This is an optimization exercise on Yosys and OpenROAD, whose aim is small area, not a production implementation. Only simulation tests tie the RTL to the original design; equivalence was not proved. No activity file was given, so power comes from the tool's default toggle rates.

[design/flow/constraint.sdc]
create_clock -name core_clock -period 12.0 [get_ports {clk}]
set_input_delay 2.4000 -clock core_clock [delete_from_list [all_inputs] [get_ports {clk}]]
set_output_delay 2.4000 -clock core_clock [all_outputs]
set_load 0.01 [all_outputs]
[design/flow/design.v]
module dwin_rx_fifo #(
    parameter DEPTH = 32,
    parameter AW    = 5
) (
    input  wire          clk,
    input  wire          rst,
    input  wire          in_valid,
    input  wire [7:0]    in_data,
    input  wire [1:0]    pop,         
    input  wire          clear,       
    output wire [AW:0]   count,
    output wire [7:0]    head0,
    output wire          head1_a5     
);
    reg [7:0]  mem [0:DEPTH-1];
    reg [AW-1:0] rd_ptr;
    reg [AW-1:0] wr_ptr;
    reg          full;
    wire push = in_valid && !full;
    wire [AW-1:0] diff = wr_ptr - rd_ptr;
    assign count = {full, diff};
    assign head0 = mem[rd_ptr];
    wire [DEPTH-1:0] is_a5;
    genvar k;
    generate
        for (k = 0; k < DEPTH; k = k + 1) begin : g_a5
            assign is_a5[k] = (mem[k] == 8'hA5);
        end
    endgenerate
    assign head1_a5 = is_a5[rd_ptr + 1'b1];
    always @(posedge clk) begin
        if (push)
            mem[wr_ptr] <= in_data;
    end
    always @(posedge clk) begin
        if (rst) begin
            rd_ptr <= {AW{1'b0}};
            wr_ptr <= {AW{1'b0}};
            full   <= 1'b0;
        end else begin
            if (push)
                wr_ptr <= wr_ptr + 1'b1;
            if (clear) begin
                rd_ptr <= wr_ptr;
                full   <= 1'b0;
            end else begin
                rd_ptr <= rd_ptr + {{(AW-2){1'b0}}, pop};
                full   <= (pop == 2'd0) && (full || (push && (&diff)));
            end
        end
    end
endmodule
module dwin_engine #(
    parameter [31:0] FRAME_TIMEOUT = 32'd12,
    parameter [15:0] BUZZER_ADDR   = 16'h00A0
) (
    input  wire        clk,
    input  wire        rst,           
    input  wire        host_we,
    input  wire [9:0]  host_addr,
    input  wire [31:0] host_wdata,
    output reg  [31:0] host_rdata,
    output wire        busy,
    input  wire        tick,
    input  wire        rx_valid,
    input  wire [7:0]  rx_data,
    output wire        tx_valid,
    output reg  [7:0]  tx_data,
    input  wire        tx_ready,
    input  wire        tx_err         
);
    localparam TEXT_CAP = 64;         
    localparam TBUF_CAP = 32;         
    localparam TBUF_HELD = 30;        
    localparam RX_DEPTH = 32;         
    localparam [3:0] S_IDLE        = 4'd0,
                     S_ENC_TX      = 4'd1,
                     S_ENC_SYNC    = 4'd2,
                     S_ENC_ALL     = 4'd3,
                     S_PE_START    = 4'd4,
                     S_PE_COLLECT  = 4'd5,
                     S_RT_PREDRAIN = 4'd6,
                     S_RT_TX       = 4'd7,
                     S_RT_WAIT     = 4'd8,
                     S_RT_COPY     = 4'd9,
                     S_RT_FINAL    = 4'd10,
                     S_CODEC       = 4'd11,
                     S_ENC_BAD     = 4'd12;
    localparam [3:0] OP_WRITE_FLOAT  = 4'h1,
                     OP_WRITE_INT16  = 4'h2,
                     OP_WRITE_STRING = 4'h3,
                     OP_SET_BUZZER   = 4'h4,
                     OP_SWITCH_PAGE  = 4'h5,
                     OP_APPEND_CURVE = 4'h6,
                     OP_CLEAR_CURVE  = 4'h7,
                     OP_POLL_EVENT   = 4'h8,
                     OP_READ_TEXT    = 4'h9,
                     OP_MERGE_ADDR   = 4'hA,
                     OP_SPLIT_ADDR   = 4'hB;
    localparam [2:0] ST_OK              = 3'h0,
                     ST_NO_EVENT        = 3'h1,
                     ST_FRAME_TIMEOUT   = 3'h2,
                     ST_READ_TIMEOUT    = 3'h3,
                     ST_TRANSPORT_ERROR = 3'h4,
                     ST_TRUNCATED       = 3'h5,
                     ST_INVALID_ARG     = 3'h6,
                     ST_INVALID_OP      = 3'h7;
    localparam [1:0] L_IDLE    = 2'd0,
                     L_AWAIT   = 2'd1,
                     L_COLLECT = 2'd2;
    localparam [7:0] SYNC0 = 8'h5A,
                     SYNC1 = 8'hA5,
                     FILL  = 8'hFF;
    reg [3:0]  ctl;
    reg        ovr;
    reg [2:0]  code;
    reg [31:0] desc0, desc1, desc2;
    reg [7:0]  text_in [0:TEXT_CAP-1];
    reg [2:0]  op_op;                 
    reg [7:0]  op_len8;
    reg [15:0] op_addr;
    reg [31:0] op_arg;                
    reg [7:0]  op_text [0:TEXT_CAP-1];
    reg        evt_valid;
    reg [7:0]  evt_start, evt_end, evt_data, evt_cmd, evt_len;
    reg [1:0]  lst_state;
    reg [7:0]  lst_n, lst_idx, lst_cmd, lst_start, lst_end, lst_data;
    reg [3:0]  lst_elapsed;           
    reg [4:0]  text_len;              
    reg [7:0]  text_buf [0:TBUF_HELD-1];    
    reg        rt_hdr;
    reg [1:0]  rt_disc;
    reg        rt_to;
    reg        tx_fail;
    reg [15:0] merge_out;
    reg [7:0]  split_hi, split_lo;
    reg [7:0]  page_cache;
    reg [8:0]  tx_idx;                
    integer i;
    reg  [1:0] rx_pop;
    reg        rx_clear;
    wire [5:0] rx_count;
    wire [7:0] rx_h0;
    wire       rx_h1_a5;
    dwin_rx_fifo #(.DEPTH(RX_DEPTH), .AW(5)) u_rx (
        .clk(clk), .rst(rst),
        .in_valid(rx_valid), .in_data(rx_data),
        .pop(rx_pop), .clear(rx_clear),
        .count(rx_count),
        .head0(rx_h0), .head1_a5(rx_h1_a5)
    );
    wire rx_any = (rx_count != 6'd0);
    wire h0_sync = (rx_h0 == SYNC0) || (rx_h0 == SYNC1);
    wire wr_desc0 = host_we && host_addr == 10'h020;
    wire wr_desc1 = host_we && host_addr == 10'h024;
    wire wr_desc2 = host_we && host_addr == 10'h028;
    wire wr_go    = host_we && host_addr == 10'h02C;
    wire wr_text  = host_we && host_addr[9:6] == 4'b1000;
    assign busy = (ctl != S_IDLE);
    wire accept = wr_go && !busy;
    wire [7:0] d_len8 = desc0[15:8];
    wire d_string_ok = (d_len8 <= 8'd252) && (d_len8 != 8'd87) && (d_len8 != 8'd162);
    wire [7:0] op_tlen = op_arg[7:0];
    wire       is_string = (op_op == OP_WRITE_STRING);
    reg [7:0] frame_len;              
    always @* begin
        case (op_op)
            OP_WRITE_FLOAT:  frame_len = 8'd7;
            OP_WRITE_INT16:  frame_len = 8'd5;
            OP_WRITE_STRING: frame_len = 8'd3 + op_len8;
            OP_SET_BUZZER:   frame_len = 8'd5;
            OP_SWITCH_PAGE:  frame_len = 8'd7;
            OP_APPEND_CURVE: frame_len = 8'd11;
            OP_CLEAR_CURVE:  frame_len = 8'd5;
            default:         frame_len = 8'd4;     
        endcase
    end
    wire [8:0] str_pos  = tx_idx - 9'd6;
    wire [7:0] op_text_rot [0:TEXT_CAP-1];
    genvar gr;
    generate
        for (gr = 0; gr < TEXT_CAP; gr = gr + 1) begin : g_rot
            assign op_text_rot[gr] = op_text[(gr + TEXT_CAP - 6) % TEXT_CAP];
        end
    endgenerate
    wire [7:0] str_byte = (str_pos < {1'b0, op_tlen})
                          ? ((str_pos < TEXT_CAP) ? op_text_rot[tx_idx[5:0]] : 8'h00)
                          : FILL;
    wire str_part = is_string && ((|tx_idx[8:3]) || (&tx_idx[2:1]));
    reg [7:0] short_byte;
    always @* begin
        short_byte = 8'h00;
        case (tx_idx[3:0])
            4'd0: short_byte = SYNC0;
            4'd1: short_byte = SYNC1;
            4'd2: short_byte = frame_len;
            4'd3: short_byte = (op_op == 3'd0) ? 8'h83 : 8'h82;
            4'd4:
                case (op_op)
                    OP_SET_BUZZER, OP_SWITCH_PAGE:   short_byte = 8'h00;
                    OP_APPEND_CURVE, OP_CLEAR_CURVE: short_byte = 8'h03;
                    default:                         short_byte = op_addr[15:8];
                endcase
            4'd5:
                case (op_op)
                    OP_SET_BUZZER:   short_byte = BUZZER_ADDR[7:0];
                    OP_SWITCH_PAGE:  short_byte = 8'h84;
                    OP_APPEND_CURVE: short_byte = 8'h10;
                    OP_CLEAR_CURVE:  short_byte = 8'h01;
                    default:         short_byte = op_addr[7:0];
                endcase
            4'd6:
                case (op_op)
                    OP_WRITE_FLOAT, OP_WRITE_INT16:  short_byte = op_arg[15:8];
                    OP_SWITCH_PAGE, OP_APPEND_CURVE: short_byte = 8'h5A;
                    OP_SET_BUZZER, OP_CLEAR_CURVE:   short_byte = 8'h00;
                    default:                         short_byte = op_len8;
                endcase
            4'd7:
                case (op_op)
                    OP_WRITE_FLOAT, OP_WRITE_INT16: short_byte = op_arg[7:0];
                    OP_SET_BUZZER:   short_byte = {7'd0, op_arg[0]};
                    OP_SWITCH_PAGE:  short_byte = 8'h01;
                    OP_APPEND_CURVE: short_byte = 8'hA5;
                    default:         short_byte = 8'h00;
                endcase
            4'd8:
                case (op_op)
                    OP_WRITE_FLOAT:  short_byte = op_arg[31:24];
                    OP_APPEND_CURVE: short_byte = 8'h01;
                    default:         short_byte = 8'h00;
                endcase
            4'd9:
                case (op_op)
                    OP_WRITE_FLOAT:  short_byte = op_arg[23:16];
                    OP_SWITCH_PAGE:  short_byte = op_arg[7:0];
                    default:         short_byte = 8'h00;
                endcase
            4'd10: short_byte = op_arg[7:0];
            4'd11: short_byte = 8'h01;
            default: short_byte = 8'h00;
        endcase
    end
    always @* tx_data = str_part ? str_byte : short_byte;
    assign tx_valid = (ctl == S_RT_TX) || (ctl == S_ENC_TX);
    wire tx_xfer = tx_valid && tx_ready;
    wire tx_last = (tx_idx == {1'b0, frame_len} + 9'd2);
    wire tx_fail_now = tx_fail || (tx_xfer && tx_err);
    wire        rt_expired  = (op_arg == 32'd0);
    wire        lst_expired = (lst_elapsed == FRAME_TIMEOUT[3:0]);
    wire [8:0]  rt_need     = {1'b0, op_len8} + 9'd2;
    wire        trunc       = is_string && (op_tlen > op_len8);
    wire [2:0]  enc_status = tx_fail ? ST_TRANSPORT_ERROR :
                             trunc   ? ST_TRUNCATED       : ST_OK;
    wire [2:0]  rd_status  = tx_fail ? ST_TRANSPORT_ERROR :
                             rt_to   ? ST_READ_TIMEOUT    : ST_OK;
    always @* begin
        rx_pop   = 2'd0;
        rx_clear = 1'b0;
        case (ctl)
            S_ENC_SYNC:
                if (rx_any && h0_sync)
                    rx_pop = 2'd1;
            S_ENC_ALL, S_RT_PREDRAIN, S_RT_FINAL:
                rx_clear = 1'b1;
            S_PE_START:
                if (lst_state == L_AWAIT && rx_any)
                    rx_pop = 2'd1;
            S_PE_COLLECT:
                if (lst_idx != lst_n && rx_any)
                    rx_pop = 2'd1;
            S_RT_WAIT:
                if (!rt_expired && !rt_hdr && rx_count >= 6'd3) begin
                    if (rx_h0 != SYNC0)
                        rx_pop = 2'd1;
                    else if (!rx_h1_a5)
                        rx_pop = 2'd2;
                    else
                        rx_pop = 2'd3;
                end
            S_RT_COPY:
                if (rx_any)
                    rx_pop = 2'd1;
            default: ;
        endcase
    end
    wire [7:0] nidx = lst_idx + 8'd1;
    wire       lst_done = (lst_idx == lst_n);
    wire       no_evt   = !rx_any || h0_sync || rx_h0 == 8'h00;
    wire st_start   = (ctl == S_PE_START);
    wire st_collect = (ctl == S_PE_COLLECT);
    wire lst_load   = st_start && lst_state == L_AWAIT;
    wire lst_step   = st_collect && !lst_done && rx_any;
    wire evt_set    = st_collect && lst_done;
    wire evt_clr    = (lst_load && no_evt) || (st_collect && !lst_done && !rx_any);
    wire acc_rt     = accept && desc0[3:0] == OP_READ_TEXT;
    wire in_data_ph = (ctl == S_RT_COPY) && rx_any && rt_disc == 2'd3;
    wire tb_we      = in_data_ph && rx_h0 != FILL;
    wire st_codec   = (ctl == S_CODEC);
    wire do_merge   = st_codec && desc0[3:0] == OP_MERGE_ADDR;
    wire do_split   = st_codec && desc0[3:0] != OP_MERGE_ADDR;
    wire do_page    = (ctl == S_ENC_ALL);
    wire rt_dec     = tick && (ctl == S_RT_WAIT || ctl == S_RT_COPY) && !rt_expired;
    wire [31:0] wd_g = host_wdata & {32{~rst}};
    wire [7:0]  h0_g = rx_h0 & {8{~rst}};
    always @(posedge clk) begin
        if (rst || wr_desc0) desc0 <= wd_g;
        if (rst || wr_desc1) desc1 <= wd_g;
        if (rst || wr_desc2) desc2 <= wd_g;
    end
    genvar gj;
    generate
        for (gj = 0; gj < TEXT_CAP; gj = gj + 1) begin : g_text_in
            always @(posedge clk)
                if (rst || (wr_text && host_addr[5:0] == gj))
                    text_in[gj] <= wd_g[7:0];
        end
        for (gj = 0; gj < TBUF_HELD; gj = gj + 1) begin : g_text_buf
            always @(posedge clk)
                if (rst || (tb_we && text_len == gj))
                    text_buf[gj] <= h0_g;
        end
    endgenerate
    always @(posedge clk) begin
        if (accept) begin
            for (i = 0; i < TEXT_CAP; i = i + 1)
                op_text[i] <= text_in[i];
            op_op   <= desc0[3] ? 3'd0 : desc0[2:0];
            op_len8 <= desc0[15:8];
            op_addr <= desc0[31:16];
        end
        if (accept)
            op_arg <= {desc1[31:8],
                       (desc0[3:0] == OP_WRITE_STRING) ? desc2[23:16] : desc1[7:0]};
        else if (rt_dec)
            op_arg <= op_arg - 32'd1;
    end
    always @(posedge clk) begin
        if (lst_load) lst_n <= rx_h0;
        if (lst_load || lst_step) lst_idx <= nidx & {8{~lst_load}};
        if (lst_step && nidx == 8'd1)  lst_cmd   <= rx_h0;
        if (lst_step && nidx == 8'd2)  lst_start <= rx_h0;
        if (lst_step && nidx == 8'd3)  lst_end   <= rx_h0;
        if (lst_step && nidx == lst_n) lst_data  <= rx_h0;
    end
    always @(posedge clk) begin
        if (rst || evt_set || evt_clr)
            evt_valid <= evt_set && !rst;
        if (evt_set) begin
            evt_cmd   <= lst_cmd;
            evt_start <= lst_start;
            evt_end   <= lst_end;
            evt_data  <= lst_data;
            evt_len   <= lst_n;
        end
        if (rst || do_merge)
            merge_out <= {desc2[7:0], desc2[15:8]} & {16{~rst}};
        if (rst || do_split)
            {split_hi, split_lo} <= desc0[31:16] & {16{~rst}};
        if (rst || do_page)
            page_cache <= op_arg[7:0] & {8{~rst}};
        if (rst || acc_rt || tb_we)
            text_len <= (text_len + 5'd1) & {5{~(rst || acc_rt)}};
    end
    always @(posedge clk) begin
        if (rst) begin
            ctl <= S_IDLE;
            ovr <= 1'b0;
            code <= ST_OK;
            lst_state <= L_IDLE;
        end else begin
            if (tick && lst_state == L_COLLECT && !lst_expired)
                lst_elapsed <= lst_elapsed + 4'd1;
            if (wr_go && busy)
                ovr <= 1'b1;
            case (ctl)
                S_IDLE:
                    if (accept) begin
                        ovr     <= 1'b0;
                        tx_fail <= 1'b0;
                        tx_idx  <= 9'd0;
                        case (desc0[3:0])
                            OP_WRITE_FLOAT, OP_WRITE_INT16,
                            OP_SET_BUZZER, OP_SWITCH_PAGE, OP_APPEND_CURVE,
                            OP_CLEAR_CURVE:
                                ctl <= S_ENC_TX;
                            OP_WRITE_STRING:
                                ctl <= d_string_ok ? S_ENC_TX : S_ENC_BAD;
                            OP_POLL_EVENT: begin
                                ctl <= S_PE_START;
                                if (lst_state == L_IDLE)
                                    lst_state <= L_AWAIT;
                            end
                            OP_READ_TEXT: begin
                                ctl <= S_RT_PREDRAIN;
                                rt_hdr     <= 1'b0;
                                rt_disc    <= 2'd0;
                                rt_to      <= 1'b0;
                                if (lst_state == L_COLLECT)
                                    lst_state <= L_IDLE;
                            end
                            OP_MERGE_ADDR, OP_SPLIT_ADDR:
                                ctl <= S_CODEC;
                            default:
                                code <= ST_INVALID_OP;
                        endcase
                    end
                S_ENC_BAD: begin
                    code <= ST_INVALID_ARG;
                    ctl  <= S_IDLE;
                end
                S_ENC_TX:
                    if (tx_xfer) begin
                        tx_fail <= tx_fail_now;
                        tx_idx  <= tx_idx + 9'd1;
                        if (tx_last)
                            ctl <= (op_op == OP_SWITCH_PAGE) ? S_ENC_ALL : S_ENC_SYNC;
                    end
                S_ENC_SYNC:
                    if (!(rx_any && h0_sync)) begin
                        code <= enc_status;
                        ctl  <= S_IDLE;
                    end
                S_ENC_ALL: begin
                    code <= enc_status;
                    ctl  <= S_IDLE;
                end
                S_PE_START:
                    if (lst_state == L_AWAIT) begin
                        if (no_evt) begin
                            lst_state <= L_IDLE;
                            code <= ST_NO_EVENT;
                            ctl  <= S_IDLE;
                        end else begin
                            lst_elapsed <= 4'd0;
                            lst_state <= L_COLLECT;
                            ctl <= S_PE_COLLECT;
                        end
                    end else begin
                        ctl <= S_PE_COLLECT;
                    end
                S_PE_COLLECT:
                    if (lst_done) begin
                        lst_state <= L_IDLE;
                        code <= ST_OK;
                        ctl  <= S_IDLE;
                    end else if (!rx_any) begin
                        if (lst_expired) begin
                            lst_state <= L_IDLE;
                            code <= ST_FRAME_TIMEOUT;
                        end else begin
                            code <= ST_NO_EVENT;
                        end
                        ctl <= S_IDLE;
                    end
                S_RT_PREDRAIN:
                    ctl <= S_RT_TX;
                S_RT_TX:
                    if (tx_xfer) begin
                        tx_fail <= tx_fail_now;
                        tx_idx  <= tx_idx + 9'd1;
                        if (tx_last)
                            ctl <= tx_fail_now ? S_RT_FINAL : S_RT_WAIT;
                    end
                S_RT_WAIT:
                    if (rt_expired) begin
                        rt_to <= 1'b1;
                        ctl   <= S_RT_FINAL;
                    end else if (!rt_hdr) begin
                        if (rx_count >= 6'd3 && rx_h0 == SYNC0 && rx_h1_a5)
                            rt_hdr <= 1'b1;
                    end else if ({3'd0, rx_count} >= rt_need) begin
                        ctl <= S_RT_COPY;
                    end
                S_RT_COPY:
                    if (rx_any) begin
                        if (rt_disc != 2'd3) begin
                            rt_disc <= rt_disc + 2'd1;
                            if (rt_disc == 2'd2 && op_len8 == 8'd0)
                                ctl <= S_RT_FINAL;
                        end else begin
                            if (rx_h0 == FILL)
                                ctl <= S_RT_FINAL;
                            else if ({3'd0, text_len} + 8'd1 == op_len8)
                                ctl <= S_RT_FINAL;
                        end
                    end else if (rt_expired) begin
                        rt_to <= 1'b1;
                        ctl   <= S_RT_FINAL;
                    end
                S_RT_FINAL: begin
                    code <= rd_status;
                    ctl  <= S_IDLE;
                end
                S_CODEC: begin
                    code <= ST_OK;
                    ctl  <= S_IDLE;
                end
                default:
                    ctl <= S_IDLE;
            endcase
        end
    end
    always @* begin
        host_rdata = 32'd0;
        case (host_addr)
            10'h000: host_rdata = {22'd0, lst_state, 1'b0, code, 2'b00, ovr, busy};
            10'h004: host_rdata = {8'd0, evt_len & {8{evt_valid}}, evt_cmd & {8{evt_valid}},
                                   7'd0, evt_valid};
            10'h008: host_rdata = {8'd0, evt_data & {8{evt_valid}},
                                   evt_end & {8{evt_valid && (evt_len > 8'd2)}},
                                   evt_start & {8{evt_valid && (evt_len > 8'd1)}}};
            10'h00C: host_rdata = {split_lo, split_hi, merge_out};
            10'h010: host_rdata = {16'd0, 3'd0, text_len, page_cache};
            10'h020: host_rdata = desc0;
            10'h024: host_rdata = desc1;
            10'h028: host_rdata = desc2;
            default: begin
                if (host_addr[9:5] == 5'b01000 && host_addr[4:0] < TBUF_HELD)
                    host_rdata = {24'd0, text_buf[host_addr[4:0]]};
                else if (host_addr[9:6] == 4'b1000)
                    host_rdata = {24'd0, text_in[host_addr[5:0]]};
            end
        endcase
    end
endmodule
[design/flow/run.sh]
#!/bin/bash
# synth_recipe.tcl (not shown) runs the flow's synth.tcl, then flattens the netlist and writes it again
# the make line also repeats each setting of config.mk as NAME=value (left out here)
make -C /OpenROAD-flow-scripts/flow DESIGN_CONFIG=/design/flow/config.mk WORK_HOME=/design/flow/orfs CLKGATE_MAP_FILE= SYNTH_SCRIPT=/design/flow/synth_recipe.tcl finish
[design/flow/config.mk]
export PLATFORM = sky130hd
export DESIGN_NAME = dwin_engine
export DESIGN_NICKNAME = dwin_engine
export VERILOG_FILES = /design/flow/design.v
export SDC_FILE = /design/flow/constraint.sdc
export NUM_CORES = 4
export LEC_CHECK = 0
export CAP_MARGIN = 20
export CORE_MARGIN = 2
export CORE_UTILIZATION = 60
export CTS_CLUSTER_DIAMETER = 100
export CTS_CLUSTER_SIZE = 25
export PLACE_DENSITY = 0.7
export SLEW_MARGIN = 20
==> results.toml <==
[setup_path]
cp.arrival_ns = 7.94
start_kind = "input port"
crit_chain = "clkdlybuf4s50_1 -> or3b_2 -> nor2_2 -> a22oi_1 -> nand4_1 -> nor4_1 -> o21ai_0 -> a2bb2oi_1 -> clkdlybuf4s50_1"
worstSetupPathType = "in -> out"
cp_slowest_stage_delay_ns = 0.92
critPathTopFamily = "simple AND/OR/NAND/NOR gates"
crit_required_ns = 9.60
crit_top_cell = "clkdlybuf4s50_1"
critPathMaxFanout = 16
worst-path-buf-inv = 2
crit_slowest_cell = "nor2_2"
endpoint_kind = "output port"

[timing]
hold_viol_final = 0
holdWs_ns = 0.414
rsz0062_at_grt = "false"
finalSetupTns_ns = 0
skew_ns = 0.0362
setup_violations = 0
fin_crit_sh_pct = 86.2
clock.fmax_ghz = 0.0967
min_period_ns = 10.34
worst_slew_pin_slew_ns = 1.36
drv_slew = 0
slew_headroom_pct = 9.37

[finish]
area_growth_pct = 9.05
final_cells = 6624
multiInputGateArea_um2 = 19000
fin_util_pct = 65.9
nNetsFinal = 5049
n_fill_cell = 8563
drive_gt1_share_pct = 10.9
regArea_um2 = 55300

[hold_path]
hold_path.class = "reg -> reg"

[floorplanning]
design.die.area_um2 = 128000
io_pins = 99
die_h_um = 357
coreArea_um2 = 124000
die_x_um = 357
start_util_pct = 60.5
rows = 129

[cts]
clkSinkCount = 1848
cts_tree = "built"
clockBufferDepth = 3
cts_resized = 0
clock_tree.root_cell = "clkbuf_16"
holdBufCountCts = 0
htreeDepth = 3
worstSkewPairLatency_ns = 0.77
cts.reportedPaths.clkPinSlew_ns = 0.10
cts_setup_buffers = 0
cts-buffers-inserted = 84

[status]
outcome = "finished clean"

[flow_run]
cap_violations = 0

[pwr]
p_total_mw = 13.0
power_density_nw_per_um2 = 159
pwr-share-clk_pct = 25.9
power.switching_mw = 3.53
p_comb_share_pct = 12.0
switching_share_pct = 27.2
ir_drop_mv = 0.168
leakagePower_nw = 25.9
internal_power_mw = 9.44
sequentialPowerShare_pct = 62.1

[yosys]
synth_top_area_share_pct = 73.3
synth_ff_type = "edfxtp_1"
synthTopCellsByArea = "edfxtp_1 73%, a22oi_1 3.8%, a221oi_1 1.7%"
yosys_warnings = 5
ys_ff_latch = 1848
yosysTopAreaCell = "edfxtp_1"
ys_seq_area_share_pct = 73.9
syn_nets = 4886
ys_types = 85
netlist_area_um2 = 74800
synth_edf_count = 1827
synthArstFlopShare_pct = 0
synthCells = 4770
avgSynthCellArea_um2 = 15.7

[route]
vias = 53212
wl_um = 321000
avgRoutedWirePerCell_um = 48.5
drtIter0Drc = 13051
viasPerCell = 8.03
ant_nets = 0
drt_drc_violations_left = 0
dr.pass1.iters = 25

[global_route]
track_usage_pct = 49.9
grt_pass1_vias = 47497
antenna_found_initial = 36
grt_pass1_wl_um = 419000
grt_overflow = 0
grt_start_max_net_pins = 160

[place]
gp_congestion = 1.14
dp_hpwl_um = 225000
io_buffers = 98
placed_cells = 6475
cell type report:
class                      instances  share of cell area, %
clock buffer                     110                   2.75
multi-input combinational       2631                   23.3
sequential                      1848                   67.7
inverter                          58                  0.270
tap                             1637                   2.51
antenna                           22                 0.0675
clock inverter                     8                  0.162
timing repair buffer             310                   3.25
sequential cells by signal, indices dropped and copies added (netlist names), 9 cells and up, named ones only:
| signal | count |
|---|---|
| text_in | 512 |
| desc0 | 32 |
| desc1 | 32 |
| text_buf | 240 |
| tx_idx | 9 |
| op_addr | 16 |
| u_rx.mem | 256 |
| op_text | 512 |
| desc2 | 32 |
| op_arg | 32 |
| merge_out | 16 |
placed cells by master (no fill, tap or decap), drive strengths merged, types with 19 or more instances in the layout:
cell,count
edfxtp,1827
a22oi,381
nor2,306
nand2,274
buf,209
a221oi,142
a21oi,129
o21ai,115
clkbuf,114
clkdlybuf4s50,96
nand4,92
nand3,89
nor2b,87
mux2i,84
xnor2,72
a22o,70
nor3,66
nor4bb,64
a222oi,63
inv,61
ha,57
mux4,44
nor4,39
a21o,35
and2,30
xor2,29
a31oi,28
o31ai,25
diode,22
o211ai,22
and3,21
dfxtp,21
nand2b,19
synthesized netlist by cell type, types with 11 or more instances:
master / n
or2_2: 11
nand2_1: 274
inv_1: 53
a221oi_1: 142
a211oi_1: 12
ha_1: 57
a21oi_1: 129
buf_1: 27
o221ai_1: 12
a31o_2: 11
nor2b_1: 87
nor2_1: 306
or4_1: 16
nor4bb_1: 64
nor3_1: 66
o211ai_1: 22
and2_1: 29
o31ai_1: 25
clkbuf_1: 184
nor4_1: 39
o21ai_0: 115
and3_1: 21
a22oi_1: 381
nand2b_1: 19
o21a_1: 18
buf_2: 11
a21o_1: 34
nand3_1: 89
mux2_2: 14
xnor2_1: 72
mux2i_1: 84
or3_1: 12
edfxtp_1: 1827
mux4_2: 38
xor2_1: 29
a22o_1: 70
a31oi_1: 28
a222oi_1: 63
dfxtp_1: 21
a32oi_1: 15
a2111oi_0: 11
nand4_1: 92
power groups by stage:
stage | logic [mW] | registers (mW) | clock network, mW
floorplan | 0.787 | 7.91 | 0
detailed placement | 1.46 | 8.15 | 0
global route | 1.57 | 8.04 | 3.52
CTS | 1.47 | 8.00 | 3.32
global placement | 1.44 | 8.15 | 0
finish | 1.55 | 8.05 | 3.36
per-stage QoR:
| stage | setup WS (ns) | cell area [µm²] |
|---|---|---|
| 6_report | 1.66 | 81600 |
| 2_1_floorplan | 2.61 | 74800 |
| 3_3_place_gp | 2.24 | 79000 |
| 5_1_grt | 1.85 | 81600 |
| 4_1_cts | 2.21 | 81400 |
| 3_5_place_dp | 2.21 | 79000 |
path summary, 6_finish.rpt:
check | from | to | slack, ns | depth (start not counted)
worst max-delay path | host_addr[4] | host_rdata[7] | 1.66 | 9
worst min-delay path | lst_end[4]$_DFFE_PP_ | evt_end[4]$_DFFE_PP_ | 0.41 | 0
worst max register to register | u_rx.rd_ptr[0]$_SDFF_PP0_ | text_buf[24][7]$_DFFE_PP_ | 5.78 | 11
worst min register to register | lst_end[4]$_DFFE_PP_ | evt_end[4]$_DFFE_PP_ | 0.41 | 0
metal layers:
metal  up-vias  share of wire (%)  wire, µm  global-route usage (%)
li1      19665                  -         -                       -
met1     26310                 33    106000                    64.2
met2      5939                 40    129000                    68.0
met3      1264                 18     59100                    24.7
met4        34                8.3     26500                    30.3
met5         -               0.17       544                   0.926
worst register-to-register path, stage by stage, from the launching register on:
cell,delay (ns)
dfxtp_4,0.75
buf_4,0.63
buf_4,0.64
mux4_2,0.61
mux2_2,0.30
a221oi_1,0.46
a21oi_1,0.11
nand4_1,0.33
nor2_1,0.11
nor3_1,0.81
and3_1,0.50
a21o_1,0.61
kinds of logic after synthesis:
kind of cell | Yosys count | share of synthesized area (%)
XOR/XNOR | 102 | 1.21
multiplexers | 142 | 2.69
adder cells (fa/ha/maj) | 60 | 1.02
flip-flops | 1848 | 73.9
AO/OA/AOI/OAI | 1148 | 11.4
buffers and inverters | 291 | 1.60
AND/OR/NAND/NOR | 1179 | 8.18

[what the ideal ports hide]
Ports are ideal in the flow. The routed layout listed here was re-timed in OpenROAD.
Step 1 sets driving cells, clkbuf_16 on the clock port and buf_2 on the other inputs (assumed; they add their load-dependent delay and slew).
Step 2, shift: input delay + t, output delay - t, t = (earliest + latest rising clock arrival at the registers) / 2. This alone moves slack from input paths to output paths.
Three values: no drivers, after step 1, after step 2; two values: the first two.
t (ns): 0.835
setup slack, ns: 1.660 / 1.628 / 1.628
worst setup path at the end: input to output
After both steps this run still meets setup and hold. The setup slack of this run moves by -0.032 ns with the drivers and by -0.032 ns with both steps.
